What follows belongs to an exercise in optimizing a design on an open flow for small area; a production flow would make more cautious choices.
RTL that was checked went through simulation tests only; none was proved equivalent to the original.
For runs 1, 2, 4 and 5, only the layout was checked, not whether the RTL still works.
Power and IR drop assume default switching activity.

==> config.mk <==
export PLATFORM = sky130hd
export DESIGN_NAME = drive_state_fsm
export DESIGN_NICKNAME = drive_state_fsm
export VERILOG_FILES = /design/flow/design.v
export SDC_FILE = /design/flow/constraint.sdc
export NUM_CORES = 4
export LEC_CHECK = 0
export CAP_MARGIN = 20
export CORE_MARGIN = 2
export CORE_UTILIZATION = 40
export PLACE_DENSITY = 0.6
export SLEW_MARGIN = 20
export BUFFER_PORTS_ARGS = -buffer_cell sky130_fd_sc_hd__buf_1
==> constraint.sdc <==
create_clock -name core_clock -period 10.0 [get_ports {clk}]
set_input_delay 2.0000 -clock core_clock [delete_from_list [all_inputs] [get_ports {clk}]]
set_output_delay 2.0000 -clock core_clock [all_outputs]
set_load 0.01 [all_outputs]
==> design.v <==
module drive_state_fsm #(
    parameter [31:0] EXCL_CLS   = 32'h0000_0064, EXCL_INST   = 32'h0000_0001, EXCL_ATTR   = 32'h0000_2000,
    parameter [31:0] CW_CLS     = 32'h0000_0064, CW_INST     = 32'h0000_0001, CW_ATTR     = 32'h0000_6040,
    parameter [31:0] SW_CLS     = 32'h0000_0064, SW_INST     = 32'h0000_0001, SW_ATTR     = 32'h0000_6041,
    parameter [31:0] OPMODE_CLS = 32'h0000_0064, OPMODE_INST = 32'h0000_0001, OPMODE_ATTR = 32'h0000_6060,
    parameter [31:0] JOG_CLS    = 32'h0000_0065, JOG_INST    = 32'h0000_0002, JOG_ATTR    = 32'h0000_2101,
    parameter [31:0] JOGVEL_CLS = 32'h0000_0065, JOGVEL_INST = 32'h0000_0002, JOGVEL_ATTR = 32'h0000_60FF,
    parameter [31:0] POLL_TICKS        = 32'd100,    
    parameter [31:0] RETRY_DELAY_TICKS = 32'd500
) (
    input  wire        clk,
    input  wire        rst,             
    input  wire        tick,
    input  wire        cmd_valid,
    input  wire [63:0] cmd_word,
    output wire        cmd_ready,
    output reg         done,
    output wire [3:0]  res_code,
    output reg  [3:0]  res_op,
    output reg  [7:0]  res_detail,
    output reg  [15:0] res_sw,
    output reg         res_sw_valid,
    output reg  [2:0]  phase,
    output wire        busy,
    output reg  [15:0] last_sw,
    output reg         last_sw_valid,
    output wire        alarm_stop_fail,
    output reg         req_valid,
    output reg         req_write,       
    output reg  [31:0] req_cls,
    output reg  [31:0] req_inst,
    output reg  [31:0] req_attr,
    output reg  [2:0]  req_len,         
    output reg  [31:0] req_data,        
    input  wire        rsp_valid,
    input  wire        rsp_ok,
    input  wire [1:0]  rsp_len,         
    input  wire [15:0] rsp_data         
);
    localparam [2:0] OP_NONE  = 3'd0, OP_CLAIM = 3'd1, OP_ENABLE = 3'd2, OP_DISABLE = 3'd3,
                     OP_TRIG  = 3'd4, OP_STOP  = 3'd5, OP_RDSTAT = 3'd6, OP_WAITB   = 3'd7;
    localparam [2:0] RC_OK = 3'd0, RC_TIMEOUT = 3'd1, RC_TRANSPORT = 3'd2,
                     RC_ENCODING = 3'd3, RC_PHASE = 3'd4, RC_ILLEGAL = 3'd5,
                     RC_ARG = 3'd6, RC_NONE = 3'd7;
    localparam [2:0] PH_IDLE = 3'd0, PH_CLAIMED = 3'd1, PH_RTSO = 3'd2,
                     PH_SWON = 3'd3, PH_OPEN = 3'd4, PH_RELEASED = 3'd5;
    reg  [2:0]  op;         
    reg         slp;        
    reg         enrd;       
    reg  [1:0]  k;          
    reg  [2:0]  mask;       
    reg  [7:0]  n;          
    reg  [31:0] W;          
    reg  [7:0]  B;          
    reg  [31:0] C;          
    reg  [8:0]  P;          
    reg         tz;         
    reg         ld;         
    reg         Cov;        
    reg         stop_fail;
    reg  [2:0]  rc;
    assign busy            = (op != OP_NONE);
    assign cmd_ready       = ~busy;
    assign alarm_stop_fail = stop_fail;
    assign res_code        = {&rc, rc};
    wire [3:0] w_opc = cmd_word[3:0];
    wire z_hi = (cmd_word[63:32] == 32'd0);
    wire z_h  = (cmd_word[31:16] == 16'd0);
    wire z_b  = (cmd_word[15:8]  == 8'd0);
    wire z_z  = (cmd_word[7:4]   == 4'd0);
    reg  w_legal;
    always @(*) begin
        case (w_opc)
            4'd1:    w_legal = z_z && (cmd_word[15:9] == 7'd0);
            4'd2:    w_legal = z_z && z_b && z_h;
            4'd3,
            4'd5,
            4'd6:    w_legal = z_z && z_b && z_h && z_hi;
            4'd4:    w_legal = z_z && z_hi;
            4'd7:    w_legal = z_z && z_h && (cmd_word[15:13] == 3'd0);
            default: w_legal = 1'b0;
        endcase
    end
    wire accept = cmd_valid && !busy;
    wire rsp    = rsp_valid && busy && !slp;
    wire wake   = tick && slp && (P == 9'd1);
    wire is_en   = (op == OP_ENABLE);
    wire wact    = (op == OP_WAITB) || (is_en && enrd);    
    wire rd_req  = wact || (op == OP_RDSTAT);              
    wire rd_sw   = rsp_ok && rsp_len[1];
    wire rd_enc  = rsp_ok && (rsp_len == 2'd1);
    wire [3:0] wb_sel = is_en ? {2'b00, k - 2'd1} : B[3:0];
    wire       wb_tgt = is_en | B[4];
    wire rd_match = rd_sw && (rsp_data[wb_sel] == wb_tgt);
    wire [31:0] Cm   = ld ? ~W : C;
    reg  [32:0] cy;
    reg  [31:0] Cn;
    integer     i;
    always @(*) begin
        cy[0] = tick && wact;
        for (i = 0; i < 32; i = i + 1) begin
            Cn[i]   = Cm[i] ^ cy[i];
            cy[i+1] = Cm[i] & cy[i];
        end
    end
    wire        dl   = Cov | (&C[31:1]);    
    wire [2:0]  mask_n = rsp_ok ? mask : (mask | {k == 2'd3, k == 2'd2, k == 2'd1});
    wire [7:0]  n_inc  = n + {7'd0, ~&n};
    localparam [2:0] R_EXCL = 3'd0, R_CW = 3'd1, R_SW = 3'd2, R_OPMODE = 3'd3,
                     R_JOG = 3'd4, R_JOGVEL = 3'd5;
    reg [2:0] rsel;
    always @(*) begin
        req_write = 1'b1;
        req_len   = 3'd2;
        req_data  = 32'd0;
        rsel      = R_JOG;
        case (op)
            OP_CLAIM: begin
                if (k == 2'd1) begin
                    rsel = R_EXCL;   req_data = 32'd1;
                end else if (k == 2'd2) begin
                    rsel = R_OPMODE; req_data = {16'd0, C[15:0]};
                end else begin
                    rsel = R_JOGVEL; req_data = W; req_len = 3'd4;
                end
            end
            OP_ENABLE: begin
                if (enrd) begin
                    rsel = R_SW; req_write = 1'b0; req_len = 3'd0;
                end else begin
                    rsel = R_CW;
                    req_data = {28'd0, k == 2'd3, 3'b110 | {2'b00, k != 2'd1}};
                end
            end
            OP_DISABLE: rsel = (k == 2'd1) ? R_JOG : (k == 2'd2) ? R_CW : R_EXCL;
            OP_TRIG:    req_data = {16'd0, C[15:0]};
            OP_STOP:    ;
            default: begin
                rsel = R_SW; req_write = 1'b0; req_len = 3'd0;
            end
        endcase
        case (rsel)
            R_EXCL:   begin req_cls = EXCL_CLS;   req_inst = EXCL_INST;   req_attr = EXCL_ATTR;   end
            R_CW:     begin req_cls = CW_CLS;     req_inst = CW_INST;     req_attr = CW_ATTR;     end
            R_SW:     begin req_cls = SW_CLS;     req_inst = SW_INST;     req_attr = SW_ATTR;     end
            R_OPMODE: begin req_cls = OPMODE_CLS; req_inst = OPMODE_INST; req_attr = OPMODE_ATTR; end
            R_JOG:    begin req_cls = JOG_CLS;    req_inst = JOG_INST;    req_attr = JOG_ATTR;    end
            default:  begin req_cls = JOGVEL_CLS; req_inst = JOGVEL_INST; req_attr = JOGVEL_ATTR; end
        endcase
    end
    reg  [2:0]  op_n;
    reg         slp_n, enrd_n, ld_n, issue;
    reg  [1:0]  k_n;
    reg  [2:0]  mask_nx;
    reg  [7:0]  n_n;
    reg  [2:0]  phase_n;
    reg         sf_n;
    reg         lswv_clr;
    reg         slp_ld, slp_retry;
    reg         fin;
    reg  [2:0]  f_rc;
    reg  [3:0]  f_op;
    reg  [7:0]  f_det;
    reg         f_cap;       
    wire        lsw_we  = rsp && rd_req && rd_sw;
    wire [15:0] lsw_n   = lsw_we ? rsp_data : last_sw;
    wire        lswv_n  = lsw_we | (last_sw_valid & ~lswv_clr);
    always @(*) begin
        op_n      = op;
        slp_n     = slp;
        enrd_n    = enrd;
        ld_n      = 1'b0;
        issue     = 1'b0;
        k_n       = k;
        mask_nx   = mask;
        n_n       = n;
        phase_n   = phase;
        sf_n      = stop_fail;
        lswv_clr  = 1'b0;
        slp_ld    = 1'b0;
        slp_retry = 1'b0;
        fin       = 1'b0;
        f_rc      = RC_OK;
        f_op      = {1'b0, op};
        f_det     = 8'd0;
        f_cap     = 1'b0;
        if (accept) begin
            k_n     = 2'd1;
            mask_nx = 3'd0;
            n_n     = 8'd1;
            enrd_n  = 1'b0;
            f_op    = w_opc;
            if (!w_legal) begin
                fin  = 1'b1;
                f_rc = RC_ILLEGAL;
            end else begin
                case (w_opc[2:0])
                    OP_CLAIM: begin
                        if (phase != PH_IDLE && phase != PH_RELEASED) begin
                            fin = 1'b1; f_rc = RC_PHASE;
                        end else begin
                            op_n = OP_CLAIM; issue = 1'b1;
                        end
                    end
                    OP_ENABLE: begin
                        if (phase != PH_CLAIMED && phase != PH_RTSO && phase != PH_SWON) begin
                            fin = 1'b1; f_rc = RC_PHASE;
                        end else begin
                            op_n = OP_ENABLE; issue = 1'b1;
                            phase_n  = PH_CLAIMED;
                            lswv_clr = 1'b1;
                        end
                    end
                    OP_TRIG: begin
                        if (phase != PH_OPEN) begin
                            fin = 1'b1; f_rc = RC_PHASE;
                        end else if (z_h || z_b) begin
                            fin = 1'b1; f_rc = RC_ARG;
                        end else begin
                            op_n = OP_TRIG; issue = 1'b1;
                        end
                    end
                    OP_RDSTAT: begin
                        op_n = OP_RDSTAT; issue = 1'b1; lswv_clr = 1'b1;
                    end
                    OP_WAITB: begin
                        lswv_clr = 1'b1;
                        if (z_hi) begin
                            fin = 1'b1; f_rc = RC_TIMEOUT; f_cap = 1'b1;
                        end else begin
                            op_n = OP_WAITB; issue = 1'b1; ld_n = 1'b1;
                        end
                    end
                    default: begin   
                        op_n = w_opc[2:0]; issue = 1'b1;
                    end
                endcase
            end
        end else if (rsp) begin
            case (op)
                OP_CLAIM: begin
                    mask_nx = mask_n;
                    f_det   = {5'd0, mask_n};
                    f_rc    = (mask_n == 3'd0) ? RC_OK : RC_TRANSPORT;
                    if (!rsp_ok && B[0]) begin
                        fin = 1'b1;
                    end else if (k == 2'd3) begin
                        fin = 1'b1; phase_n = PH_CLAIMED;
                    end else begin
                        k_n = k + 2'd1; issue = 1'b1;
                    end
                end
                OP_DISABLE: begin
                    mask_nx = mask_n;
                    f_det   = {5'd0, mask_n};
                    f_rc    = (mask_n == 3'd0) ? RC_OK : RC_TRANSPORT;
                    if (k == 2'd1) sf_n = !rsp_ok;
                    if (k == 2'd3) begin
                        fin = 1'b1; phase_n = PH_RELEASED;
                    end else begin
                        k_n = k + 2'd1; issue = 1'b1;
                    end
                end
                OP_STOP: begin
                    sf_n = !rsp_ok;
                    fin  = 1'b1;
                    f_rc = rsp_ok ? RC_OK : RC_TRANSPORT;
                end
                OP_TRIG: begin
                    f_det = n;
                    if (rsp_ok) begin
                        fin = 1'b1;
                    end else if (n == B) begin
                        fin = 1'b1; f_rc = RC_TRANSPORT;
                    end else begin
                        slp_n = 1'b1; slp_ld = 1'b1; slp_retry = 1'b1;
                    end
                end
                OP_RDSTAT: begin
                    fin   = 1'b1;
                    f_cap = 1'b1;
                    f_rc  = rd_sw ? RC_OK : rd_enc ? RC_ENCODING : RC_TRANSPORT;
                end
                default: begin   
                    f_cap = 1'b1;
                    f_det = is_en ? {6'd0, k} : n;
                    if (is_en && !enrd) begin
                        if (!rsp_ok) begin
                            fin = 1'b1; f_rc = RC_TRANSPORT;
                        end else begin
                            lswv_clr = 1'b1;
                            if (tz) begin
                                fin = 1'b1; f_rc = RC_TIMEOUT;
                            end else begin
                                enrd_n = 1'b1; issue = 1'b1; ld_n = 1'b1;
                            end
                        end
                    end else begin
                        if (rd_enc) begin
                            fin = 1'b1; f_rc = RC_ENCODING;
                        end else if (rd_match) begin
                            if (is_en) begin
                                phase_n = {1'b0, k} + 3'd1;
                                if (k == 2'd3) begin
                                    fin = 1'b1; f_det = 8'd0;
                                end else begin
                                    k_n = k + 2'd1; enrd_n = 1'b0; issue = 1'b1;
                                end
                            end else begin
                                fin = 1'b1;
                            end
                        end else begin
                            slp_n = 1'b1; slp_ld = 1'b1;
                        end
                    end
                end
            endcase
        end else if (wake) begin
            slp_n = 1'b0;
            if (op == OP_TRIG) begin
                n_n = n + 8'd1; issue = 1'b1;
            end else begin
                f_cap = 1'b1;
                f_det = is_en ? {6'd0, k} : n;
                if (dl) begin
                    fin = 1'b1; f_rc = RC_TIMEOUT;
                end else begin
                    n_n = n_inc; issue = 1'b1;
                end
            end
        end
        if (fin) begin
            op_n  = OP_NONE;
            slp_n = 1'b0;
        end
    end
    always @(posedge clk) begin
        ld   <= ld_n;
        k    <= k_n;
        mask <= mask_nx;
        n    <= n_n;
        if (accept) begin
            W  <= cmd_word[63:32];
            B  <= cmd_word[15:8];
            tz <= z_hi;
        end
        if (accept)
            C[15:0] <= cmd_word[31:16];
        else
            C <= Cn;
        Cov <= ~ld & (Cov | cy[32]);
        if (slp_ld)
            P <= slp_retry ? RETRY_DELAY_TICKS[8:0] : POLL_TICKS[8:0];
        else if (tick && slp)
            P <= P - 9'd1;
    end
    always @(posedge clk) begin
        if (rst) begin
            op            <= OP_NONE;
            slp           <= 1'b0;
            enrd          <= 1'b0;
            phase         <= PH_IDLE;
            stop_fail     <= 1'b0;
            last_sw       <= 16'd0;
            last_sw_valid <= 1'b0;
            rc            <= RC_NONE;
            res_op        <= 4'd0;
            res_detail    <= 8'd0;
            res_sw        <= 16'd0;
            res_sw_valid  <= 1'b0;
            done          <= 1'b0;
            req_valid     <= 1'b0;
        end else begin
            op            <= op_n;
            slp           <= slp_n;
            enrd          <= enrd_n;
            phase         <= phase_n;
            stop_fail     <= sf_n;
            last_sw       <= lsw_n;
            last_sw_valid <= lswv_n;
            done          <= fin;
            req_valid     <= issue;
            if (fin) begin
                rc           <= f_rc;
                res_op       <= f_op;
                res_detail   <= f_det;
                res_sw       <= f_cap ? lsw_n : 16'd0;
                res_sw_valid <= f_cap & lswv_n;
            end
        end
    end
endmodule
==> flow/run.sh <==
#!/bin/bash
# Own layout flow: the standard flow (standard.sh, unchanged synthesis),
# with the port buffers made from the smallest buffer cell.
set -euo pipefail
cat >> config.mk <<'EOC'
export BUFFER_PORTS_ARGS = -buffer_cell sky130_fd_sc_hd__buf_1
EOC
bash standard.sh > standard.log 2>&1
==> standard.sh <==
#!/bin/bash
# synth_recipe.tcl (not shown) runs the flow's synth.tcl, then flattens the netlist and writes it again
# the make line also repeats each setting of config.mk as NAME=value (left out here)
make -C /OpenROAD-flow-scripts/flow DESIGN_CONFIG=/design/flow/config.mk WORK_HOME=/design/flow/orfs CLKGATE_MAP_FILE= SYNTH_SCRIPT=/design/flow/synth_recipe.tcl "${@:-finish}"
==> impl_metrics.yaml, run 1 <==
timing:
  tightest_slew_ns: 1.11
  setup_violations: 0
  relSlewSlack_pct: 25.9
  min_period_over_period_pct: 80.1
  whs_ns: 0.471
  hold_viol: 0
  fmax_mhz: 125
  finalClockSkew_ns: 0.0120
  slew_viol_final: 0
  rsz0062_at_grt: "no"
  fin_crit_ns: 8.01
  setup_tns_ns: 0
clocking:
  cts-buffers-inserted: 17
  postCtsSetupBuffers: 0
  root_buffer: "clkbuf_16"
  post_cts_resize_count: 0
  htreeDepth: 4
  clk_path_buf_depth: 2
  clock_sinks: 157
  cts_tree: "built"
  clk_pin_slew_ns: 0.07
  clock_latency_ns: 0.43
  cts_hold_buf: 0
setup_path:
  cp-end-kind: "register"
  rr_endpoint: "C[31]"
  worstPathRequired_ns: 10.18
  crit_path_frequent_cell: "ha_1"
  crit_type: "input pin to register"
  slowest_stage: "ha_1"
  cp-start-kind: "input pin"
  reg2regPathDepth: 35
  crit_path_max_fanout: 3
  critPathArrivalTime_ns: 8.19
  r2r_slack_ns: 2.54
  r2r_start: "op[0]"
  cpPeakStageDelay_ns: 0.26
floorplanning:
  ios: 278
  num_rows: 55
  start_util_pct: 40.4
  die-height_um: 155
  core_sq_um: 22500
  fp.dieArea_sq_um: 24000
  fp.dieW_um: 155
run:
  cap_violations: 0
cells_and_area:
  area_growth_pct: 12.5
  diodes: 0
  fin_area_sq_um: 10200
  register_area_sq_um: 3800
  drive_gt1_share_pct: 5.98
  nFillCells: 2237
  final_nets: 1270
  multi_input_area_sq_um: 4610
  fin_cells: 1439
place:
  io_buffers: 193
  place_area_sq_um: 9620
  gp_congestion: 0.912
  dp.cells: 1406
  dp_hpwl_mm: 18.3
logic_synthesis:
  postSynthAreaPerCell_sq_um: 9.26
  synth_cells: 982
  ys_ff_latch: 157
  ys.flop_type: "dfxtp_1"
  synth_edf_count: 66
  synth_area_sq_um: 9100
  ys_types: 80
  yosys_warnings: 1
  synth_seq_area_share_pct: 41.8
  ys_async_sr_fraction_pct: 0
grt:
  grt_pass1_wl_mm: 38.0
  grtUsageTotal_pct: 20.4
  grt_max_degree: 67
  antenna_found_initial: 0
  overflow: 0
  grt_pass1_vias: 7009
routing:
  wl_per_cell_um: 17.3
  vias_per_cell: 5.26
  ant_nets: 0
  vias: 7564
  drt_iter0_drc: 531
  drt_wl_total_mm: 24.9
  firstDrtPassIters: 6
  drc: 0
power:
  ir_drop_uv: 110
  leakage_nw: 4.10
  power_density_nw_per_um2: 145
outcome:
  status: "finished clean"
hold_path:
  min_to: "res_sw[10]"
  whs_path_depth: 2
  hp-start: "res_sw[10]"
  hold_path_class: "register to register"
-- critical path, delay by kind of cell --
family | cells | cell delay [ns]
simple gates | 1 | 0.09
fa+ha+maj | 32 | 5.91
buf+inv | 1 | 0.13
compound gates | 1 | 0.06
-- how the worst max path moves through the flow --
stage               start    end  cells after the start
floorplan            tick  C[31]                     34
global placement     tick  C[31]                     35
detailed placement   tick  C[31]                     35
CTS                  tick  C[31]                     35
global route         tick  C[31]                     35
finish               tick  C[31]                     35
-- cells by family (layout without fill, tap and decap cells) --
| logic type | Yosys count | after routing | share of synthesized area, % |
|---|---|---|---|
| adder cells (fa/ha/maj) | 41 | 41 | 5.72 |
| flip-flops | 157 | 157 | 41.8 |
| buffers and inverters | 165 | 255 | 11.0 |
| multiplexers | 46 | 46 | 5.50 |
| AND/OR/NAND/NOR | 366 | 366 | 20.4 |
| other | 2 | 84 | 0.0826 |
| AO/OA/AOI/OAI | 183 | 183 | 13.4 |
| XOR/XNOR | 22 | 22 | 2.12 |
-- layout by cell type (no fill, tap or decap), types with 22 or more instances in the layout --
master    count
nor2_1       98
nand2b_1     24
a21oi_1      75
edfxtp_1     66
nand2_1     103
o21ai_0      22
dfxtp_1      90
buf_1       192
conb_1       84
ha_1         40
mux2i_1      41
-- power breakdown --
| group | switching, mW | internal [mW] |
|---|---|---|
| combinational | 0.0752 | 0.0361 |
| clock | 0.297 | 0.371 |
| sequential | 0.0158 | 0.689 |
-- layout make-up --
class                      instances  share of cell area, %
inverter                          23                  0.843
clock buffer                      19                   4.64
timing repair buffer             200                   7.58
tap                              285                   3.48
multi-input combinational        742                   45.0
sequential                       157                   37.2
clock inverter                    13                   1.28
-- metal layers --
metal,up-vias,wire [um],GRT usage [%]
met2,301,11600,32.7
met3,33,1520,4.43
met5,-,0,0
met4,0,466,5.95
met1,3565,11200,27.9
li1,3665,-,-
-- synth_stat cells, drive strengths merged, types with 20 or more instances --
library cell	number	share of area, %
nand2b	24	1.7
and2	20	1.4
nor4	23	1.7
nor3	25	1.7
nor2	98	4.0
o21ai	24	1.3
nand2	104	4.4
ha	40	5.5
mux2i	41	4.5
dfxtp	91	20
a21oi	75	4.1
inv	21	0.87
edfxtp	66	22
buf	117	9.0
clkbuf	25	1.0
-- stage by stage --
step	setup slack (ns)	total power [mW]	util, %
after CTS	1.97	1.50	45.5
after detailed placement	1.55	0.830	42.8
final	1.99	1.48	45.5
after floorplan	2.09	0.813	-
after global routing	1.73	1.54	45.5
after global placement	1.64	0.829	42.8
-- registers in the layout (all words and copies together) (netlist names), 2 cells and up --
register and flops:
last_sw 16, P 9, op 3, phase 3, W 32, k 2
res_op 4, res_sw 16, mask 3, C 32, B 8, res_detail 8
n 8, rc 3
==> inputs of run 2 (changes only) <==
==> flow/run.sh (replaced) <==
#!/bin/bash
# Own layout flow: the standard flow (standard.sh, unchanged synthesis),
# with the port buffers made from the smallest buffer cell and a leaner clock tree.
set -euo pipefail
cat >> config.mk <<'EOC'
export BUFFER_PORTS_ARGS = -buffer_cell sky130_fd_sc_hd__buf_1
export CTS_ARGS = -sink_clustering_enable -repair_clock_nets -dont_use_dummy_load -buf_list sky130_fd_sc_hd__clkbuf_8
EOC
bash standard.sh > standard.log 2>&1
--- a/config.mk
+++ b/config.mk
@@ -11,3 +11,4 @@
 export PLACE_DENSITY = 0.6
 export SLEW_MARGIN = 20
 export BUFFER_PORTS_ARGS = -buffer_cell sky130_fd_sc_hd__buf_1
+export CTS_ARGS = -sink_clustering_enable -repair_clock_nets -dont_use_dummy_load -buf_list sky130_fd_sc_hd__clkbuf_8
==> run 2 against run 1 <==
Against the previous run: still clean on timing, DRC and antenna; first-iteration DRC count fell by 13%; die area did not move; sequential power barely moved; area after synthesis did not move; count of clock-buffer cells in the layout fell by 2; register-to-register slack improved by 0.03 ns; design area fell by 3.6%; non-clock buffer count did not move; highest routed layer unchanged; via count fell by 0.44%; setup slack improved by 0.051 ns.
==> impl_metrics.yaml, run 2 <==
clocking:
  post_cts_resize_count: 0
  clock_latency_ns: 0.47
  clk_path_buf_depth: 2
  clock_sinks: 157
  cts_tree: "built"
  cts-buffers-inserted: 17
  root_buffer: "clkbuf_8"
  clk_pin_slew_ns: 0.07
  htreeDepth: 4
  cts_hold_buf: 0
  postCtsSetupBuffers: 0
logic_synthesis:
  synth_seq_area_share_pct: 41.8
  synth_simple_gate_area_share_pct: 20.4
  synth_area_sq_um: 9100
  yosys.cell_count.top_type: "nand2_1"
  ys_types: 80
  ys.flop_type: "dfxtp_1"
  synth_top_family_by_area: "simple AND/OR/NAND/NOR gates"
  synth_cells: 982
  synthMuxAreaShare_pct: 5.50
  synth_top_cell_by_area: "edfxtp_1"
  yosys_warnings: 1
  ys_ff_latch: 157
  ys_async_sr_fraction_pct: 0
  synth_edf_count: 66
  synth_xor_area_share_pct: 2.12
  synth_top_area_share_pct: 21.8
  postSynthAreaPerCell_sq_um: 9.26
  synth.area.top_cells: "edfxtp_1, dfxtp_1, buf_4"
  synth_compound_area_share_pct: 13.4
  ys_top_cells_by_count: "nand2_1, nor2_1, buf_4, dfxtp_1, a21oi_1"
  synth_fa_ha_area_share_pct: 5.72
power:
  power_density_nw_per_um2: 119
  ir_drop_uv: 63.6
  leakage_nw: 3.92
timing:
  relSlewSlack_pct: 28.6
  fin_crit_ns: 7.96
  slew_viol_final: 0
  tightest_slew_ns: 1.07
  hold_viol: 0
  rsz0062_at_grt: "no"
  min_period_over_period_pct: 79.6
  setup_tns_ns: 0
  setup_violations: 0
  finalClockSkew_ns: 0.0390
  fmax_mhz: 126
routing:
  ant_nets: 0
  firstDrtPassIters: 6
  vias: 7531
  drt_wl_total_mm: 24.8
  vias_per_cell: 5.29
  wl_per_cell_um: 17.4
  drc: 0
  drt_iter0_drc: 461
setup_path:
  cp-start-kind: "input pin"
  cpPeakStageDelay_ns: 0.26
  slowest_stage: "ha_1"
  crit_path_frequent_cell: "ha_1"
  crit_path_max_fanout: 3
  cp-end-kind: "register"
  worstPathRequired_ns: 10.21
  critPathArrivalTime_ns: 8.17
  crit_type: "input pin to register"
grt:
  grt_util_met3_pct: 4.43
  grt.busiest_layer: "met2"
  grtUsageTotal_pct: 20.3
  antenna_found_initial: 0
  grt_use_met2_pct: 32.3
  overflow: 0
  grt_pass1_wl_mm: 37.7
  gr-usage-met1_pct: 27.6
  grt_max_degree: 67
  grt_pass1_vias: 6952
place:
  place_area_sq_um: 9620
  dp_hpwl_mm: 18.3
  io_buffers: 193
  gp_congestion: 0.912
floorplanning:
  ios: 278
  die-height_um: 155
  fp.dieW_um: 155
  start_util_pct: 40.4
  fp.dieArea_sq_um: 24000
  num_rows: 55
  core_sq_um: 22500
run:
  cap_violations: 0
cells_and_area:
  drive_gt1_share_pct: 4.74
  layout_common_cells: "buf_1, nand2_1, nor2_1"
  area_growth_pct: 8.43
  fin_area_sq_um: 9860
  utilization_pct: 43.8
  final_nets: 1270
  diodes: 0
  largestRegisters: "C (32), W (32)"
  final_common_cell: "buf_1"
outcome:
  status: "finished clean"
hold_path:
  hold_path_class: "register to register"
[run 2: cell counts after synthesis]
No cell type changed its count.
[run 2: per-stage QoR]
step	hold slack (ns)	std cells	total power [mW]	setup slack, ns
after global placement	0.459	1406	0.829	1.64
after global routing	0.499	1424	1.23	1.79
after floorplan	0.440	1064	0.813	2.09
after CTS	0.479	1423	1.19	2.03
after detailed placement	0.460	1406	0.830	1.55
final	0.471	1424	1.18	2.04
[run 2: power by group]
part	switching, mW	internal, mW	total (mW)
clock	0.212	0.150	0.362
combinational	0.0753	0.0361	0.111
sequential	0.0158	0.689	0.705
total	0.303	0.876	1.18
[run 2: worst paths after layout]
path | start | to | slack (ns) | cells past startpoint
setup reg to reg | op[0] | C[31] | 2.57 | 35
hold / removal | res_sw[10] | res_sw[10] | 0.47 | 2
setup / recovery | tick | C[31] | 2.04 | 35
hold reg to reg | res_sw[10] | res_sw[10] | 0.47 | 2
[run 2: final cells by class]
cell class                      instances  area [sq um]
Fill cell                            2288         12600
Sequential cell                       157          3800
Tap cell                              285           357
Clock buffer                           17           234
Inverter                               23          86.3
Multi-Input combinational cell        742          4610
Timing Repair Buffer                  200           776
[run 2: layer usage]
layer | share of wire (%) | up-vias
li1 | - | 3641
met1 | 45 | 3564
met2 | 47 | 293
met3 | 6.2 | 33
met4 | 1.9 | 0
met5 | 0 | -
[run 2: worst max-delay path, delay by kind of cell]
family,cells,cell delay (ns)
AOI/OAI and AO/OA,1,0.06
adders and majority gates,32,5.90
buffers and inverters,1,0.13
and+or+nand+nor,1,0.09
[run 2: logic make-up (layout without fill, tap and decap cells)]
family,Yosys count,count (layout)
compound gates,183,183
simple gates,366,366
other cells,2,84
buf+inv,165,240
flops,157,157
fa+ha+maj,41,41
xor+xnor,22,22
mux,46,46
==> inputs of run 3 (changes only) <==
--- a/design.v
+++ b/design.v
@@ -56,7 +56,6 @@
     reg  [8:0]  P;          
     reg         tz;         
     reg         ld;         
-    reg         Cov;        
     reg         stop_fail;
     reg  [2:0]  rc;
     assign busy            = (op != OP_NONE);
@@ -93,17 +92,8 @@
     wire       wb_tgt = is_en | B[4];
     wire rd_match = rd_sw && (rsp_data[wb_sel] == wb_tgt);
     wire [31:0] Cm   = ld ? ~W : C;
-    reg  [32:0] cy;
-    reg  [31:0] Cn;
-    integer     i;
-    always @(*) begin
-        cy[0] = tick && wact;
-        for (i = 0; i < 32; i = i + 1) begin
-            Cn[i]   = Cm[i] ^ cy[i];
-            cy[i+1] = Cm[i] & cy[i];
-        end
-    end
-    wire        dl   = Cov | (&C[31:1]);    
+    wire        Cinc = tick && wact && !(&Cm);
+    wire        dl   = &C[31:1];           
     wire [2:0]  mask_n = rsp_ok ? mask : (mask | {k == 2'd3, k == 2'd2, k == 2'd1});
     wire [7:0]  n_inc  = n + {7'd0, ~&n};
     localparam [2:0] R_EXCL = 3'd0, R_CW = 3'd1, R_SW = 3'd2, R_OPMODE = 3'd3,
@@ -347,8 +337,7 @@
         if (accept)
             C[15:0] <= cmd_word[31:16];
         else
-            C <= Cn;
-        Cov <= ~ld & (Cov | cy[32]);
+            C <= Cm + {31'd0, Cinc};
         if (slp_ld)
             P <= slp_retry ? RETRY_DELAY_TICKS[8:0] : POLL_TICKS[8:0];
         else if (tick && slp)
==> run.sh (new file) <==
#!/bin/bash
# synth_recipe.tcl (not shown) runs the flow's synth.tcl, then flattens the netlist and writes it again
# the make line also repeats each setting of config.mk as NAME=value (left out here)
make -C /OpenROAD-flow-scripts/flow DESIGN_CONFIG=/design/flow/config.mk WORK_HOME=/design/flow/orfs CLKGATE_MAP_FILE= SYNTH_SCRIPT=/design/flow/synth_recipe.tcl finish
--- a/config.mk
+++ b/config.mk
@@ -10,5 +10,3 @@
 export CORE_UTILIZATION = 40
 export PLACE_DENSITY = 0.6
 export SLEW_MARGIN = 20
-export BUFFER_PORTS_ARGS = -buffer_cell sky130_fd_sc_hd__buf_1
-export CTS_ARGS = -sink_clustering_enable -repair_clock_nets -dont_use_dummy_load -buf_list sky130_fd_sc_hd__clkbuf_8
removed: flow/run.sh
removed: standard.sh
==> run 3 against run 2 <==
Against the previous run: still clean on timing, DRC and antenna; global-route usage up 2.5 points; first-iteration DRC count up 72%; clock power up 82%; hold slack worse by 0.014 ns; fmax up 51%; sequential power about the same; die area up 2.1%; synthesized cell count up 6.8%; count of clock-buffer cells in the layout up 1; via count up 11%; register-to-register slack better by 2.6 ns; routed wire length up 14%; largest power group unchanged; highest routed layer unchanged.
==> impl_metrics.yaml, run 3 <==
clocking:
  clock_latency_ns: 0.44
  postCtsSetupBuffers: 0
  cts_hold_buf: 0
  post_cts_resize_count: 0
  clk_path_buf_depth: 2
  clk_pin_slew_ns: 0.07
  clock_sinks: 156
  root_buffer: "clkbuf_16"
  cts-buffers-inserted: 17
  htreeDepth: 4
  cts_tree: "built"
floorplanning:
  ios: 278
  num_rows: 55
  fp.dieArea_sq_um: 24500
  die-height_um: 156
  core_sq_um: 22700
  start_util_pct: 40.9
  fp.dieW_um: 156
grt:
  grt_max_degree: 62
  antenna_found_initial: 1
  grt_pass1_vias: 7540
  overflow: 0
  grtUsageTotal_pct: 22.9
  grt_pass1_wl_mm: 43.0
setup_path:
  path_cells: "nand2b_1 -> or3_1 -> a21oi_1 -> buf_4 -> a222oi_1 -> inv_1 -> clkdlybuf4s50_1"
  crit_path_max_fanout: 16
  crit_type: "register to output pin"
  slowest_stage: "dfxtp_1"
  critPathArrivalTime_ns: 3.28
  cp-end-kind: "output pin"
  path_depth: 7
  r2r_start: "ld"
  crit_buf_inv: 3
  cp-start-kind: "register"
  timing.critical_path.max_delay_family: "buffers and inverters"
  cpPeakStageDelay_ns: 0.75
  reg2regPathDepth: 15
  worstPathRequired_ns: 8.00
  r2r_slack_ns: 5.16
  rr_endpoint: "C[30]"
logic_synthesis:
  synth_edf_count: 66
  synth_seq_area_share_pct: 40.7
  ys_async_sr_fraction_pct: 0
  yosys.cell_count.top_type: "nor2_1"
  synth.area.top_cells: "edfxtp_1, dfxtp_1, buf_4"
  ys.flop_type: "dfxtp_1"
  ys_types: 81
  postSynthAreaPerCell_sq_um: 8.86
  ys_top_cells_by_count: "nor2_1, nand2_1, buf_4, dfxtp_1, o21ai_0"
  synth_top_cell_by_area: "edfxtp_1"
  ys_ff_latch: 156
  yosys_warnings: 1
  synth_top_area_share_pct: 21.3
  synth_cells: 1049
  synth_area_sq_um: 9300
timing:
  fmax_mhz: 189
  setup_violations: 0
  fin_crit_ns: 5.28
  slew_viol_final: 0
  setup_tns_ns: 0
  rsz0062_at_grt: "no"
  min_period_over_period_pct: 52.8
  tightest_slew_ns: 1.11
  hold_viol: 0
  finalClockSkew_ns: 0.0122
  relSlewSlack_pct: 26.0
cells_and_area:
  area_growth_pct: 25.3
  final_common_cell: "clkdlybuf4s50_1"
  final_nets: 1306
  utilization_pct: 51.3
  layout_common_cells: "clkdlybuf4s50_1, nor2_1, nand2_1"
  drive_gt1_share_pct: 6.07
  largestRegisters: "C (32), W (32)"
power:
  ir_drop_uv: 118
  leakage_nw: 4.25
  power_density_nw_per_um2: 129
hold_path:
  hp-start: "res_sw[13]"
  whs_path_depth: 2
  hold_path_class: "register to register"
  min_to: "res_sw[13]"
run:
  cap_violations: 0
place:
  dp_hpwl_mm: 20.8
  gp_congestion: 0.922
  io_buffers: 193
routing:
  drt_wl_total_mm: 28.2
  wl_per_cell_um: 18.7
  ant_nets: 0
  drt_iter0_drc: 795
  vias: 8326
  firstDrtPassIters: 6
  drc: 0
  vias_per_cell: 5.53
outcome:
  status: "finished clean"
-- run 3: cell count changes after synthesis, moves of 12 or more --
| cell | before | now |
|---|---|---|
| o21ai_0 | 22 | 78 |
| a21oi_1 | 75 | 52 |
| clkbuf_1 | 25 | 39 |
| or3_1 | 3 | 15 |
| o211ai_1 | 4 | 20 |
| ha_1 | 40 | 10 |
| xnor2_1 | 15 | 40 |
| mux2i_1 | 41 | 26 |
-- run 3: kinds of logic after synthesis --
| group | after synthesis | synth area share [%] |
|---|---|---|
| multiplexers | 30 | 3.53 |
| adder cells (fa/ha/maj) | 11 | 1.56 |
| flip-flops | 156 | 40.7 |
| AO/OA/AOI/OAI | 247 | 17.6 |
| AND/OR/NAND/NOR | 378 | 20.5 |
| other | 2 | 0.0808 |
| buffers and inverters | 170 | 10.8 |
| XOR/XNOR | 55 | 5.18 |
-- run 3: layout make-up --
| cell class | count | area, sq um |
|---|---|---|
| antenna | 1 | 2.50 |
| inverter | 26 | 97.6 |
| clock buffer | 18 | 450 |
| fill | 2180 | 11100 |
| multi-input combinational | 805 | 4830 |
| clock inverter | 14 | 143 |
| sequential | 156 | 3780 |
| timing repair buffer | 201 | 1990 |
| tap | 285 | 357 |
-- run 3: how the worst max path moves through the flow --
stage	to	startpoint	slack [ns]
final	req_data[3]	op[0]	4.72
after global routing	req_attr[0]	op[1]	4.53
after CTS	req_data[3]	op[0]	4.77
after detailed placement	slp	cmd_word[56]	4.66
after global placement	slp	cmd_word[56]	4.64
after floorplan	B[0]	cmd_valid	5.53
-- run 3: report_power, final --
part           internal, mW  switching [mW]
logic                0.0630          0.0784
clock network         0.350           0.310
registers             0.685          0.0213
-- run 3: metal layers --
layer / track usage, % / wire, um
met5: 0 / 0
met4: 6.77 / 581
met3: 6.04 / 2370
met2: 33.3 / 12200
met1: 33.1 / 13000
-- run 3: tightest hold or removal path, cell delays in order (launching register included) --
cell     delay, ns
dfxtp_1       0.31
nand2_1       0.04
o21ai_0       0.06
-- run 3: through the flow --
stage | std cells | setup WS (ns) | hold slack (ns) | instance area (sq um) | power, mW
2_1_floorplan | 1131 | 5.53 | 0.460 | 9600 | 0.814
5_1_grt | 1506 | 4.53 | 0.488 | 11700 | 1.56
3_5_place_dp | 1473 | 4.66 | 0.450 | 11100 | 0.860
3_3_place_gp | 1473 | 4.64 | 0.443 | 11100 | 0.859
4_1_cts | 1505 | 4.77 | 0.461 | 11600 | 1.51
6_report | 1506 | 4.72 | 0.457 | 11700 | 1.51
==> inputs of run 4 (changes only) <==
--- a/design.v
+++ b/design.v
@@ -51,11 +51,11 @@
     reg  [2:0]  mask;       
     reg  [7:0]  n;          
     reg  [31:0] W;          
-    reg  [7:0]  B;          
     reg  [31:0] C;          
     reg  [8:0]  P;          
     reg         tz;         
     reg         ld;         
+    reg         Cov;        
     reg         stop_fail;
     reg  [2:0]  rc;
     assign busy            = (op != OP_NONE);
@@ -82,20 +82,48 @@
     end
     wire accept = cmd_valid && !busy;
     wire rsp    = rsp_valid && busy && !slp;
-    wire wake   = tick && slp && (P == 9'd1);
+    wire wake   = tick && slp && (&P);
     wire is_en   = (op == OP_ENABLE);
     wire wact    = (op == OP_WAITB) || (is_en && enrd);    
     wire rd_req  = wact || (op == OP_RDSTAT);              
     wire rd_sw   = rsp_ok && rsp_len[1];
     wire rd_enc  = rsp_ok && (rsp_len == 2'd1);
-    wire [3:0] wb_sel = is_en ? {2'b00, k - 2'd1} : B[3:0];
-    wire       wb_tgt = is_en | B[4];
+    wire [7:0] B      = C[23:16];
+    wire [3:0] wb_sel = is_en ? {2'b00, k - 2'd1} : {mask[1:0], k};
+    wire       wb_tgt = is_en | mask[2];
     wire rd_match = rd_sw && (rsp_data[wb_sel] == wb_tgt);
     wire [31:0] Cm   = ld ? ~W : C;
-    wire        Cinc = tick && wact && !(&Cm);
-    wire        dl   = &C[31:1];           
+    reg  [32:0] cy;
+    reg  [31:0] Cn;
+    integer     i;
+    always @(*) begin
+        cy[0] = tick && wact;
+        for (i = 0; i < 32; i = i + 1) begin
+            Cn[i]   = Cm[i] ^ cy[i];
+            cy[i+1] = Cm[i] & cy[i];
+        end
+    end
+    wire        dl   = Cov | (&C[31:1]);    
     wire [2:0]  mask_n = rsp_ok ? mask : (mask | {k == 2'd3, k == 2'd2, k == 2'd1});
-    wire [7:0]  n_inc  = n + {7'd0, ~&n};
+    wire        n_up = wake && !(&n);
+    reg  [8:0]  Pn;
+    reg  [7:0]  n_inc;
+    reg  [9:0]  pcy;
+    reg  [8:0]  ncy;
+    always @(*) begin
+        pcy[0] = tick && slp;
+        for (i = 0; i < 9; i = i + 1) begin
+            Pn[i]    = P[i] ^ pcy[i];
+            pcy[i+1] = P[i] & pcy[i];
+        end
+        ncy[0] = n_up;
+        for (i = 0; i < 8; i = i + 1) begin
+            n_inc[i] = n[i] ^ ncy[i];
+            ncy[i+1] = n[i] & ncy[i];
+        end
+    end
+    localparam [8:0] P_POLL  = 9'd0 - POLL_TICKS[8:0];
+    localparam [8:0] P_RETRY = 9'd0 - RETRY_DELAY_TICKS[8:0];
     localparam [2:0] R_EXCL = 3'd0, R_CW = 3'd1, R_SW = 3'd2, R_OPMODE = 3'd3,
                      R_JOG = 3'd4, R_JOGVEL = 3'd5;
     reg [2:0] rsel;
@@ -163,7 +191,7 @@
         issue     = 1'b0;
         k_n       = k;
         mask_nx   = mask;
-        n_n       = n;
+        n_n       = n_inc;
         phase_n   = phase;
         sf_n      = stop_fail;
         lswv_clr  = 1'b0;
@@ -175,8 +203,8 @@
         f_det     = 8'd0;
         f_cap     = 1'b0;
         if (accept) begin
-            k_n     = 2'd1;
-            mask_nx = 3'd0;
+            k_n     = (w_opc[2:0] == OP_WAITB) ? cmd_word[9:8] : 2'd1;
+            mask_nx = cmd_word[12:10];
             n_n     = 8'd1;
             enrd_n  = 1'b0;
             f_op    = w_opc;
@@ -308,14 +336,14 @@
         end else if (wake) begin
             slp_n = 1'b0;
             if (op == OP_TRIG) begin
-                n_n = n + 8'd1; issue = 1'b1;
+                issue = 1'b1;
             end else begin
                 f_cap = 1'b1;
                 f_det = is_en ? {6'd0, k} : n;
                 if (dl) begin
                     fin = 1'b1; f_rc = RC_TIMEOUT;
                 end else begin
-                    n_n = n_inc; issue = 1'b1;
+                    issue = 1'b1;
                 end
             end
         end
@@ -331,17 +359,17 @@
         n    <= n_n;
         if (accept) begin
             W  <= cmd_word[63:32];
-            B  <= cmd_word[15:8];
             tz <= z_hi;
         end
         if (accept)
-            C[15:0] <= cmd_word[31:16];
+            C[23:0] <= {cmd_word[15:8], cmd_word[31:16]};
         else
-            C <= Cm + {31'd0, Cinc};
+            C <= Cn;
+        Cov <= ~ld & (Cov | cy[32]);
         if (slp_ld)
-            P <= slp_retry ? RETRY_DELAY_TICKS[8:0] : POLL_TICKS[8:0];
-        else if (tick && slp)
-            P <= P - 9'd1;
+            P <= slp_retry ? P_RETRY : P_POLL;
+        else
+            P <= Pn;
     end
     always @(posedge clk) begin
         if (rst) begin
==> flow/run.sh (new file) <==
#!/bin/bash
# Own layout flow: the standard flow (standard.sh, unchanged synthesis),
# with the port buffers made from the smallest buffer cell and a leaner clock tree.
set -euo pipefail
cat >> config.mk <<'EOC'
export BUFFER_PORTS_ARGS = -buffer_cell sky130_fd_sc_hd__buf_1
export CTS_ARGS = -sink_clustering_enable -repair_clock_nets -dont_use_dummy_load -buf_list sky130_fd_sc_hd__clkbuf_8
EOC
bash standard.sh > standard.log 2>&1
==> standard.sh (new file) <==
#!/bin/bash
# synth_recipe.tcl (not shown) runs the flow's synth.tcl, then flattens the netlist and writes it again
# the make line also repeats each setting of config.mk as NAME=value (left out here)
make -C /OpenROAD-flow-scripts/flow DESIGN_CONFIG=/design/flow/config.mk WORK_HOME=/design/flow/orfs CLKGATE_MAP_FILE= SYNTH_SCRIPT=/design/flow/synth_recipe.tcl "${@:-finish}"
--- a/config.mk
+++ b/config.mk
@@ -10,3 +10,5 @@
 export CORE_UTILIZATION = 40
 export PLACE_DENSITY = 0.6
 export SLEW_MARGIN = 20
+export BUFFER_PORTS_ARGS = -buffer_cell sky130_fd_sc_hd__buf_1
+export CTS_ARGS = -sink_clustering_enable -repair_clock_nets -dont_use_dummy_load -buf_list sky130_fd_sc_hd__clkbuf_8
removed: run.sh
==> run 4 against run 3 <==
Against the previous run: clock skew increased by 0.017 ns; combinational power decreased by 4%; clock power decreased by 46%; critical path depth increased by 28; register-to-register slack got worse by 2.3 ns; utilization decreased by 6.5 points; count of clock-buffer cells in the layout decreased by 1; critical path type is now input pin to register; largest cell class unchanged.
==> impl_metrics.yaml, run 4 <==
clocking:
  clock_latency_ns: 0.45
  root_buffer: "clkbuf_8"
  postCtsSetupBuffers: 0
  clk_pin_slew_ns: 0.06
  htreeDepth: 4
  cts-buffers-inserted: 17
  clk_path_buf_depth: 2
  cts_tree: "built"
  clock_sinks: 149
  post_cts_resize_count: 0
  cts_hold_buf: 0
timing:
  setup_violations: 0
  setup_ws_ns: 1.98
  fin_crit_ns: 8.02
  relSlewSlack_pct: 33.0
  whs_ns: 0.449
  fmax_mhz: 125
  hold_viol: 0
  setup_tns_ns: 0
  slew_viol_final: 0
  finalClockSkew_ns: 0.0291
  min_period_over_period_pct: 80.2
  tightest_slew_ns: 1.00
  rsz0062_at_grt: "no"
setup_path:
  cp-start-kind: "input pin"
  crit_path_max_fanout: 3
  reg2regPathDepth: 35
  cp-end-kind: "register"
  cpPeakStageDelay_ns: 0.27
  crit_path_frequent_cell: "ha_1"
  critPathArrivalTime_ns: 8.21
  crit_type: "input pin to register"
  slowest_stage: "ha_1"
  worstPathRequired_ns: 10.18
floorplanning:
  ios: 278
  core_sq_um: 21100
  start_util_pct: 40.9
  fp.dieArea_sq_um: 22800
  num_rows: 53
  die-height_um: 151
  fp.dieW_um: 151
place:
  io_buffers: 193
  gp_congestion: 0.948
  place_ws_ns: 1.50
  dp_hpwl_mm: 18.2
logic_synthesis:
  ys_ff_latch: 149
  ys_top_cells_by_count: "nand2_1, dfxtp_1, nor2_1, buf_4, a21oi_1"
  yosys_warnings: 1
  yosys.cell_count.top_type: "nand2_1"
  synth_cells: 997
  synth_top_cell_by_area: "dfxtp_1"
  ys_async_sr_fraction_pct: 0
  synth.area.top_cells: "dfxtp_1, edfxtp_1, buf_4"
  ys_types: 74
  ys.flop_type: "dfxtp_1"
  postSynthAreaPerCell_sq_um: 8.66
  synth_top_area_share_pct: 23.9
  synth_seq_area_share_pct: 39.9
  synth_edf_count: 46
  synth_area_sq_um: 8630
cells_and_area:
  multi_input_area_sq_um: 4510
  layout_common_cells: "buf_1, nand2_1, dfxtp_1"
  final_common_cell: "buf_1"
  final_nets: 1296
  drive_gt1_share_pct: 4.16
  utilization_pct: 44.8
  area_growth_pct: 9.47
  largestRegisters: "C (32), W (32)"
  nFillCells: 2185
  register_area_sq_um: 3440
routing:
  ant_nets: 0
  drt_wl_total_mm: 24.7
  wl_per_cell_um: 17.3
  drt_iter0_drc: 645
  vias: 7519
  vias_per_cell: 5.25
  drc: 0
  firstDrtPassIters: 5
grt:
  grt_max_degree: 73
  grtUsageTotal_pct: 21.3
  grt_pass1_wl_mm: 36.9
  overflow: 0
  grt_pass1_vias: 6750
  antenna_found_initial: 0
run:
  cap_violations: 0
power:
  power_frac_seq_pct: 57.7
  pwr-share-clk_pct: 30.6
  ir_drop_uv: 85.7
  power_density_nw_per_um2: 123
  combPwrFrac_pct: 11.7
  p_sw_share_pct: 27.3
  p_sw_uw: 316
  internal_power_uw: 844
  leakage_nw: 3.85
outcome:
  status: "finished clean"
hold_path:
  whs_path_depth: 2
  hold_path_class: "register to register"
-- run 4: changes by cell type after synthesis, sizes merged, moves of 14 or more --
cell / previous run / this run
o21ai: 80 / 40
nand2: 99 / 124
xnor2: 40 / 10
edfxtp: 66 / 46
a21oi: 52 / 81
ha: 10 / 50
xor2: 15 / 1
-- run 4: kinds of logic after synthesis --
group	share of synthesized area, %
flip-flops	39.9
AO/OA/AOI/OAI	16.4
buffers and inverters	11.5
other	0.0870
XOR/XNOR	1.12
multiplexers	3.35
AND/OR/NAND/NOR	20.2
adder cells (fa/ha/maj)	7.48
-- run 4: worst paths after layout --
kind / endpoint / slack [ns] / start
max: C[31] / 1.98 / tick
min: res_sw[5] / 0.45 / res_sw[5]
min reg2reg: res_sw[5] / 0.45 / res_sw[5]
max reg2reg: C[31] / 2.82 / op[0]
-- run 4: final cells by class --
type,count,share of cell area [%]
diodes,1,0.0265
repair buffers,204,8.54
well taps,275,3.64
inverters,28,1.11
flip-flops and latches,149,36.5
multi-input cells,757,47.7
clock buffers,17,2.48
-- run 4: power by group through the flow --
stage / Combinational, mW / Clock (mW) / Sequential, mW
floorplan: 0.113 / 0 / 0.677
global placement: 0.134 / 0 / 0.684
detailed placement: 0.134 / 0 / 0.684
CTS: 0.135 / 0.364 / 0.670
global route: 0.154 / 0.389 / 0.673
finish: 0.136 / 0.355 / 0.670
-- run 4: routing by layer --
metal | vias to the layer above | wire length [um] | track usage [%]
li1 | 3670 | - | -
met1 | 3491 | 11200 | 30.5
met2 | 338 | 11100 | 32.4
met3 | 20 | 2080 | 4.61
met4 | 0 | 368 | 5.65
met5 | - | 0 | 0
-- run 4: stage by stage --
stage                     std cells  instance area [sq um]  power (mW)
final                          1431                   9450        1.16
after global routing           1430                   9440        1.22
after CTS                      1430                   9440        1.17
after detailed placement       1413                   9210       0.818
after global placement         1413                   9210       0.817
after floorplan                1079                   8940       0.791
-- run 4: critical path, delay by kind of cell --
family | cells | cell delay (ns)
AOI/OAI and AO/OA | 1 | 0.05
adders and majority gates | 32 | 5.96
buffers and inverters | 1 | 0.13
and+or+nand+nor | 1 | 0.09
==> inputs of run 5 (changes only) <==
--- a/flow/run.sh
+++ b/flow/run.sh
@@ -5,5 +5,6 @@
 cat >> config.mk <<'EOC'
 export BUFFER_PORTS_ARGS = -buffer_cell sky130_fd_sc_hd__buf_1
 export CTS_ARGS = -sink_clustering_enable -repair_clock_nets -dont_use_dummy_load -buf_list sky130_fd_sc_hd__clkbuf_8
+export SKIP_REPAIR_TIE_FANOUT = 1
 EOC
 bash standard.sh > standard.log 2>&1
--- a/config.mk
+++ b/config.mk
@@ -12,3 +12,4 @@
 export SLEW_MARGIN = 20
 export BUFFER_PORTS_ARGS = -buffer_cell sky130_fd_sc_hd__buf_1
 export CTS_ARGS = -sink_clustering_enable -repair_clock_nets -dont_use_dummy_load -buf_list sky130_fd_sc_hd__clkbuf_8
+export SKIP_REPAIR_TIE_FANOUT = 1
==> run 5 against run 4 <==
Against the previous run: power decreased by 0.31%; die area unchanged; sequential share of layout area increased by 1.3 points; highest routed layer is now met5.
==> impl_metrics.yaml, run 5 <==
outcome:
  status: "finished clean"
cells_and_area:
  final_common_cell: "buf_1"
  nFillCells: 2175
  area_growth_pct: 5.80
  drive_gt1_share_pct: 4.48
  final_nets: 1213
  largestRegisters: "C (32), W (32)"
  fin_cells: 1347
  register_area_sq_um: 3440
  diodes: 0
  layout_common_cells: "buf_1, nand2_1, dfxtp_1"
  multi_input_area_sq_um: 4200
floorplanning:
  core_sq_um: 21100
  fp.dieW_um: 151
  start_util_pct: 40.9
  ios: 278
  die-height_um: 151
  num_rows: 53
  fp.dieArea_sq_um: 22800
place:
  dp.cells: 1330
  gp_congestion: 0.937
  dp_hpwl_mm: 18.7
  io_buffers: 193
clocking:
  clk_path_buf_depth: 2
  htreeDepth: 4
  cts-buffers-inserted: 17
  post_cts_resize_count: 0
  cts_tree: "built"
  postCtsSetupBuffers: 0
  cts_hold_buf: 0
  root_buffer: "clkbuf_8"
  clock_sinks: 149
  clk_pin_slew_ns: 0.09
  clock_latency_ns: 0.46
timing:
  tightest_slew_ns: 1.08
  finalClockSkew_ns: 0.0303
  setup_tns_ns: 0
  min_period_over_period_pct: 79.7
  setup_violations: 0
  rsz0062_at_grt: "no"
  fmax_mhz: 126
  relSlewSlack_pct: 28.0
  hold_viol: 0
  slew_viol_final: 0
  fin_crit_ns: 7.97
setup_path:
  timing.critical_path.max_delay_family: "adder cells"
  crit_buf_inv: 1
  cp-end-kind: "register"
  cp-start-kind: "input pin"
  crit_path_start: "tick"
  crit_type: "input pin to register"
  critPathArrivalTime_ns: 8.18
  crit_path_frequent_cell: "ha_1"
  crit_path_max_fanout: 3
  cpPeakStageDelay_ns: 0.28
  path_depth: 35
  r2r_start: "op[0]"
  worstPathRequired_ns: 10.21
  slowest_stage: "ha_1"
  reg2regPathDepth: 35
logic_synthesis:
  ys.flop_type: "dfxtp_1"
  synth_compound_area_share_pct: 16.4
  synth_fa_ha_area_share_pct: 7.48
  yosys_warnings: 1
  synth_seq_area_share_pct: 39.9
  synth_edf_count: 46
  synth_cells: 997
  synth_top_area_share_pct: 23.9
  synthMuxAreaShare_pct: 3.35
  synth_xor_area_share_pct: 1.12
  synth_top_family_by_area: "simple AND/OR/NAND/NOR gates"
  ys_async_sr_fraction_pct: 0
  synth_top_cell_by_area: "dfxtp_1"
  synth_simple_gate_area_share_pct: 20.2
  ys_top_cells_by_count: "nand2_1, dfxtp_1, nor2_1, buf_4, a21oi_1"
  synth.area.top_cells: "dfxtp_1, edfxtp_1, buf_4"
  synth_area_sq_um: 8630
  yosys.cell_count.top_type: "nand2_1"
  ys_ff_latch: 149
  ys_types: 74
  postSynthAreaPerCell_sq_um: 8.66
hold_path:
  hp-start: "res_sw[5]"
  whs_path_depth: 2
  hold_path_class: "register to register"
routing:
  vias_per_cell: 5.49
  vias: 7397
  firstDrtPassIters: 5
  wl_per_cell_um: 18.8
  ant_nets: 0
  drt_wl_total_mm: 25.3
  drt_iter0_drc: 645
  drc: 0
grt:
  grt_pass1_wl_mm: 38.5
  grt_pass1_vias: 6974
  grt_max_degree: 81
  overflow: 0
  grtUsageTotal_pct: 22.2
  antenna_found_initial: 2
power:
  report.power.total_mw: 1.16
  ir_drop_uv: 73.6
  power_density_nw_per_um2: 127
  leakage_nw: 3.58
run:
  cap_violations: 0
[run 5: cell counts after synthesis]
Identical to the previous run, type by type.
[run 5: worst paths after layout]
path               endpoint  slack (ns)
setup / recovery      C[31]        2.03
hold / removal    res_sw[5]        0.45
setup reg to reg      C[31]        2.85
hold reg to reg   res_sw[5]        0.45
[run 5: final cells by class]
type,count,share of cell area (%)
Sequential cell,149,37.7
Tap cell,275,3.77
Clock buffer,17,2.56
Inverter,28,1.15
Timing Repair Buffer,203,8.77
Multi-Input combinational cell,675,46.0
[run 5: cells by family (layout without fill, tap and decap cells)]
kind of cell,count (synthesis),after routing
AO/OA/AOI/OAI,218,218
XOR/XNOR,11,11
adder cells (fa/ha/maj),51,51
buffers and inverters,173,248
flip-flops,149,149
multiplexers,25,25
other,2,2
AND/OR/NAND/NOR,368,368
[run 5: worst reg2reg max path, delay by kind of cell (launching register included)]
family | cells | cell delay (ns)
AO/OA/AOI/OAI | 1 | 0.07
flip-flops | 1 | 0.72
AND/OR/NAND/NOR | 2 | 0.22
adder cells (fa/ha/maj) | 32 | 5.92
[run 5: where the power goes]
group	switching (mW)	total (mW)	internal (mW)
registers	0.0209	0.670	0.650
clock network	0.199	0.349	0.150
logic	0.0932	0.138	0.0446
[run 5: stage by stage]
step	util (%)	setup slack [ns]	hold slack (ns)	area, sq um
after floorplan	-	2.09	0.440	8630
after global placement	42.2	1.64	0.437	8900
after detailed placement	42.2	1.55	0.439	8900
after CTS	43.3	2.03	0.451	9130
after global routing	43.3	1.76	0.470	9130
final	43.3	2.03	0.449	9130
[run 5: per-layer routing]
metal | vias to the layer above | share of wire (%) | GRT usage [%]
li1 | 3579 | - | -
met1 | 3475 | 45 | 30.1
met2 | 300 | 46 | 35.8
met3 | 39 | 7.3 | 5.06
met4 | 4 | 1.8 | 5.93
met5 | - | 0.11 | 0

-- separate check: timing with driven ports --
In the flow no input, the clock included, has a driving cell. The finished layouts below were timed again as built, in two steps.
Step 1: set_driving_cell puts a clkbuf_16 on clk and a buf_2 on each other input, an assumption about the parent block.
Step 2 moves the port delays by t, midway between the first and last clock arrival at a register: inputs arrive t later, outputs are due t later. That takes back most of the time a late clock gives input paths.
Slacks: no drivers / after step 1 / after step 2; pairs: no drivers / after step 1.
| run | shift t [ns] | setup WS [ns] | worst register clock-pin slew, ns |
|---|---|---|---|
| run 1 | 0.471 | 1.989 / 1.997 / 1.526 | 0.07 / 0.07 |
| run 2 | 0.496 | 2.040 / 2.047 / 1.551 | 0.10 / 0.10 |
| run 3 | 0.479 | 4.719 / 4.670 / 4.547 | 0.08 / 0.08 |
| run 4 | 0.479 | 1.975 / 1.987 / 1.508 | 0.09 / 0.09 |
| run 5 | 0.486 | 2.033 / 2.056 / 1.570 | 0.09 / 0.09 |
After both steps every run listed still meets setup and hold. The setup slack of run 2, which loses most, moves by +0.007 ns with the drivers and by -0.489 ns with both steps.
